Source: an optimization exercise on an open RTL-to-GDS flow (aim: small area, a short achievable clock period and few clock cycles). Production flows keep margins and buffers that such runs may drop.
Function was checked by simulation only, so behaviour that the tests miss may differ from the original.
Power figures rest on the tool's default switching activity, not on a simulated workload.

==> flow/design.v (excerpt) <==
module sctp_dec (
    input  wire        clk,
    input  wire        rst,
    input  wire        in_valid,
    output wire        in_ready,
    input  wire [63:0] in_data,
    input  wire        in_last,
    input  wire [3:0]  in_cnt,
    output reg         ev_valid,
    input  wire        ev_ready,
    output wire [3:0]  ev_type,
    output wire [1:0]  ev_refk,
    output wire [31:0] ev_off,
    output wire [63:0] ev_value,
    output wire [31:0] ev_size,
    output reg         ev_fault,
    output reg  [2:0]  ev_cause
);
Settings: LEC_CHECK=0, CAP_MARGIN=20, CORE_MARGIN=2, CORE_UTILIZATION=40, GPL_ROUTABILITY_DRIVEN=0, SETUP_SLACK_MARGIN=1.6, SLEW_MARGIN=20; clock period 6.0 ns.
run.sh (not shown) runs the stock make flow with config.mk's settings and CLKGATE_MAP_FILE= SYNTH_SCRIPT=/design/flow/synth_recipe.tcl, a recipe that flattens the netlist after the stock synthesis.
The starting point completed with no timing, DRC or antenna violations.
Testbench counts at the start, summed over its fixed seeds: cycles 16,207.
Next try:
- GPL_ROUTABILITY_DRIVEN: 0 -> default
- PLACE_DENSITY: default -> 0.5
Combinational power came out higher by a little under a tenth.
Die area does not change.
Sequential cell count stays the same.
Area after synthesis does not change.
Non-clock buffer count came out higher by 61.
Via count came out higher slightly.
Total power came out higher by a few percent.
Next try:
- PLACE_DENSITY: 0.5 -> default
The changed run went through all stages and came out clean.
Setup slack is better by 0.030 ns.
Power is lower slightly.
Die area is unchanged.
Hold slack barely changes.
Routed wire length decreases by a few percent.
Final cell count is about the same.
Critical path depth went up by 1.
Cell area drops slightly.
Non-clock buffer count stays the same.
Core utilization fell by 0.37 points.
Clock-buffer cell count drops by 4.

========
sctp_dec, a different RTL version from the one above (not shown whole).
Size: ~430 flip-flops, about 210 I/O pins.
export LEC_CHECK = 0
export CAP_MARGIN = 20
export CORE_MARGIN = 2
export CORE_UTILIZATION = 40
export SETUP_SLACK_MARGIN = 1.75
export SLEW_MARGIN = 20
create_clock -name core_clock -period 6.0 [get_ports {clk}]
Testbench counts at the start, summed over its fixed seeds: cycles 16,207.
Next try:
SETUP_SLACK_MARGIN = 1.5   (was 1.75)
TNS_END_PERCENT = 10   (was default)
=> Die area is unchanged; cell count shrinks by 2.7%; setup slack gets worse by 0.42 ns; non-clock buffer count shrinks by 138; design area shrinks by about 4%; total power shrinks by 2.7%; global-route usage shrinks by 0.69 points; register-to-register slack gets worse by 0.45 ns; area after synthesis is unchanged; count of clock-buffer cells in the layout shrinks by 4; synthesized cell count is unchanged.

========
Setup of wip/garnet:
sctp_dec, a different RTL version from the one above (not shown whole).
For scale: ~3500 cells after synthesis, ~390 flip-flops, about 210 I/O pins, roughly 30000 sq um of cells after synthesis.
## sctp_dec
module sctp_dec (
    input  wire        clk,
    input  wire        rst,
    input  wire        in_valid,
    output wire        in_ready,
    input  wire [63:0] in_data,
    input  wire        in_last,
    input  wire [3:0]  in_cnt,
    output reg         ev_valid,
    input  wire        ev_ready,
    output wire [3:0]  ev_type,
    output wire [1:0]  ev_refk,
    output wire [31:0] ev_off,
    output wire [63:0] ev_value,
    output wire [31:0] ev_size,
    output reg         ev_fault,
    output reg  [2:0]  ev_cause
);
Settings: LEC_CHECK=0, CAP_MARGIN=20, CORE_MARGIN=2, CORE_UTILIZATION=40, SETUP_SLACK_MARGIN=1.25, SLEW_MARGIN=20; clock period 6.0 ns.
Both conditions hold for wip/garnet: the flow ran to the end and the final layout passed the timing, DRC and antenna checks.
Testbench counts of wip/garnet, summed over its fixed seeds: cycles 17,586.
### wip/garnet -> wip/indigo
- changing SETUP_SLACK_MARGIN from 1.25 to 1.75
==> comparison <==
From wip/garnet to wip/indigo the numbers moved as follows: worst vdd rail ir drop now sits higher; largest net degree at the start of global routing fell by 30; placed instance count saw little to no change; top achievable clock speed shows an increase of 16 MHz.
Layout overhead on the synthesized area ends up lower on wip/garnet.
Critical path startpoint = mw[8]$_SDFF_PP0_: wip/garnet; critical path startpoint = se[25]$_SDFFE_PP0P_: wip/indigo
[wip/indigo vs wip/garnet] maximum single-stage delay on the critical path: higher in wip/indigo
On wip/indigo: post-route clock period utilization is 5.6 points lower than what wip/garnet gave.
What wip/zinc does differently from wip/indigo at the input level:
- an added TNS_END_PERCENT of 30
- a change of SETUP_SLACK_MARGIN from 1.75 to 1.5
### Flow results
wip/zinc went all the way through the flow, and no timing, DRC or antenna check failed.
Number of setup buffers added after CTS shrinks by more than half when moving from wip/indigo to wip/zinc.
The sequential fraction of total cell area in wip/zinc was higher than what wip/indigo gave.
Compared wip/zinc vs wip/indigo, and share of cell area taken by multi-input logic gates is up in wip/zinc.
wip/zinc: critical path depth lower than wip/indigo
wip/zinc vs wip/indigo on cell area: wip/zinc is the lower one.
Utilization, wip/zinc and wip/indigo: higher on wip/indigo
Route | wip/zinc vs wip/indigo | wire shorter in wip/zinc
Lower total power goes to wip/zinc over wip/indigo.
Against wip/indigo, wip/zinc comes in 0.22 ns higher on post-route minimum period.
Number of multi-input combinational cells: wip/zinc vs wip/indigo — no meaningful difference
Max flip-flop and latch power across wip/zinc and wip/indigo: wip/zinc

========
sctp_dec again, from the RTL that the note above started with.
==> flow/config.mk <==
export PLATFORM = sky130hd
export DESIGN_NAME = sctp_dec
export DESIGN_NICKNAME = sctp_dec
export VERILOG_FILES = /design/flow/design.v
export SDC_FILE = /design/flow/constraint.sdc
export NUM_CORES = 4
export LEC_CHECK = 0
export CAP_MARGIN = 20
export CORE_MARGIN = 2
export CORE_UTILIZATION = 40
export PLACE_DENSITY = 0.75
export SETUP_SLACK_MARGIN = 1.5
export SLEW_MARGIN = 20
==> flow/constraint.sdc <==
create_clock -name core_clock -period 6.0 [get_ports {clk}]
set_input_delay 1.2000 -clock core_clock [delete_from_list [all_inputs] [get_ports {clk}]]
set_output_delay 1.2000 -clock core_clock [all_outputs]
set_load 0.01 [all_outputs]
Testbench counts at the start, summed over its fixed seeds: cycles 17,586.
==> next run, changes <==
--- a/flow/config.mk
+++ b/flow/config.mk
@@ -11 +10,0 @@
-export PLACE_DENSITY = 0.75
The new run ran to the end with no violations.
First-iteration DRC count drops by 12%.
Clock skew climbs by 0.016 ns.
Global-route usage barely changes.
Die area does not change.
Design area stays flat.
Area after synthesis does not change.
Setup slack improves by 0.042 ns.
Fmax climbs by 0.92%.
Routed wire length drops by about 1%.
==> next run, changes <==
--- a/flow/config.mk
+++ b/flow/config.mk
@@ -10,0 +11 @@
+export CTS_BUF_LIST = sky130_fd_sc_hd__clkbuf_8
Result: The changed run completed with no timing, DRC or antenna violations; die area does not change; setup slack gets worse by 0.052 ns; fmax decreases slightly; cell area went up slightly; sequential share of layout area barely changes; wire length climbs slightly; total power went up slightly; via count grows slightly; cell count is higher slightly; sequential power stays flat; count of clock-buffer cells in the layout rises by 19.

[port drivers added, routing unchanged]
No port has a modelled driver above. Below, the same layouts with a new extraction and two added sets of constraints.
Step 1, drivers: a clkbuf_16 drives clk and a buf_2 each remaining input, both assumed.
Step 2 moves the port delays by t, midway between the first and last clock arrival at a register: inputs arrive t later, outputs are due t later. That takes back most of the time a late clock gives input paths.
a / b / c = ideal / step 1 / step 2; a / b = the first two.
run | t (ns) | slack for setup (ns) | clock arrival spread, ns | slew at the worst register clock pin (ns)
the first run of note 1 | 0.665 | 1.621 / 1.595 / 1.621 | 0.026 / 0.026 | 0.07 / 0.07
the second run of note 1 | 0.689 | 1.602 / 1.576 / 1.602 | 0.076 / 0.076 | 0.07 / 0.07
the third run of note 1 | 0.662 | 1.633 / 1.566 / 1.465 | 0.027 / 0.028 | 0.07 / 0.07
the first run of note 2 | 0.665 | 1.660 / 1.590 / 1.456 | 0.027 / 0.026 | 0.07 / 0.07
the second run of note 2 | 0.675 | 1.237 / 1.237 / 1.237 | 0.037 / 0.038 | 0.07 / 0.07
wip/garnet | 0.651 | 1.269 / 1.269 / 1.269 | 0.038 / 0.038 | 0.07 / 0.07
wip/indigo | 0.660 | 1.603 / 1.603 / 1.529 | 0.060 / 0.060 | 0.07 / 0.07
wip/zinc | 0.659 | 1.388 / 1.320 / 1.431 | 0.039 / 0.039 | 0.07 / 0.07
the first run of note 4 | 0.666 | 1.429 / 1.429 / 1.429 | 0.024 / 0.024 | 0.07 / 0.07
the second run of note 4 | 0.657 | 1.471 / 1.471 / 1.471 | 0.040 / 0.040 | 0.07 / 0.07
the third run of note 4 | 0.727 | 1.419 / 1.419 / 1.419 | 0.049 / 0.048 | 0.07 / 0.07
After both steps every run listed still meets setup and hold. The setup slack of the first run of note 2, which loses most, moves by -0.070 ns with the drivers and by -0.204 ns with both steps.
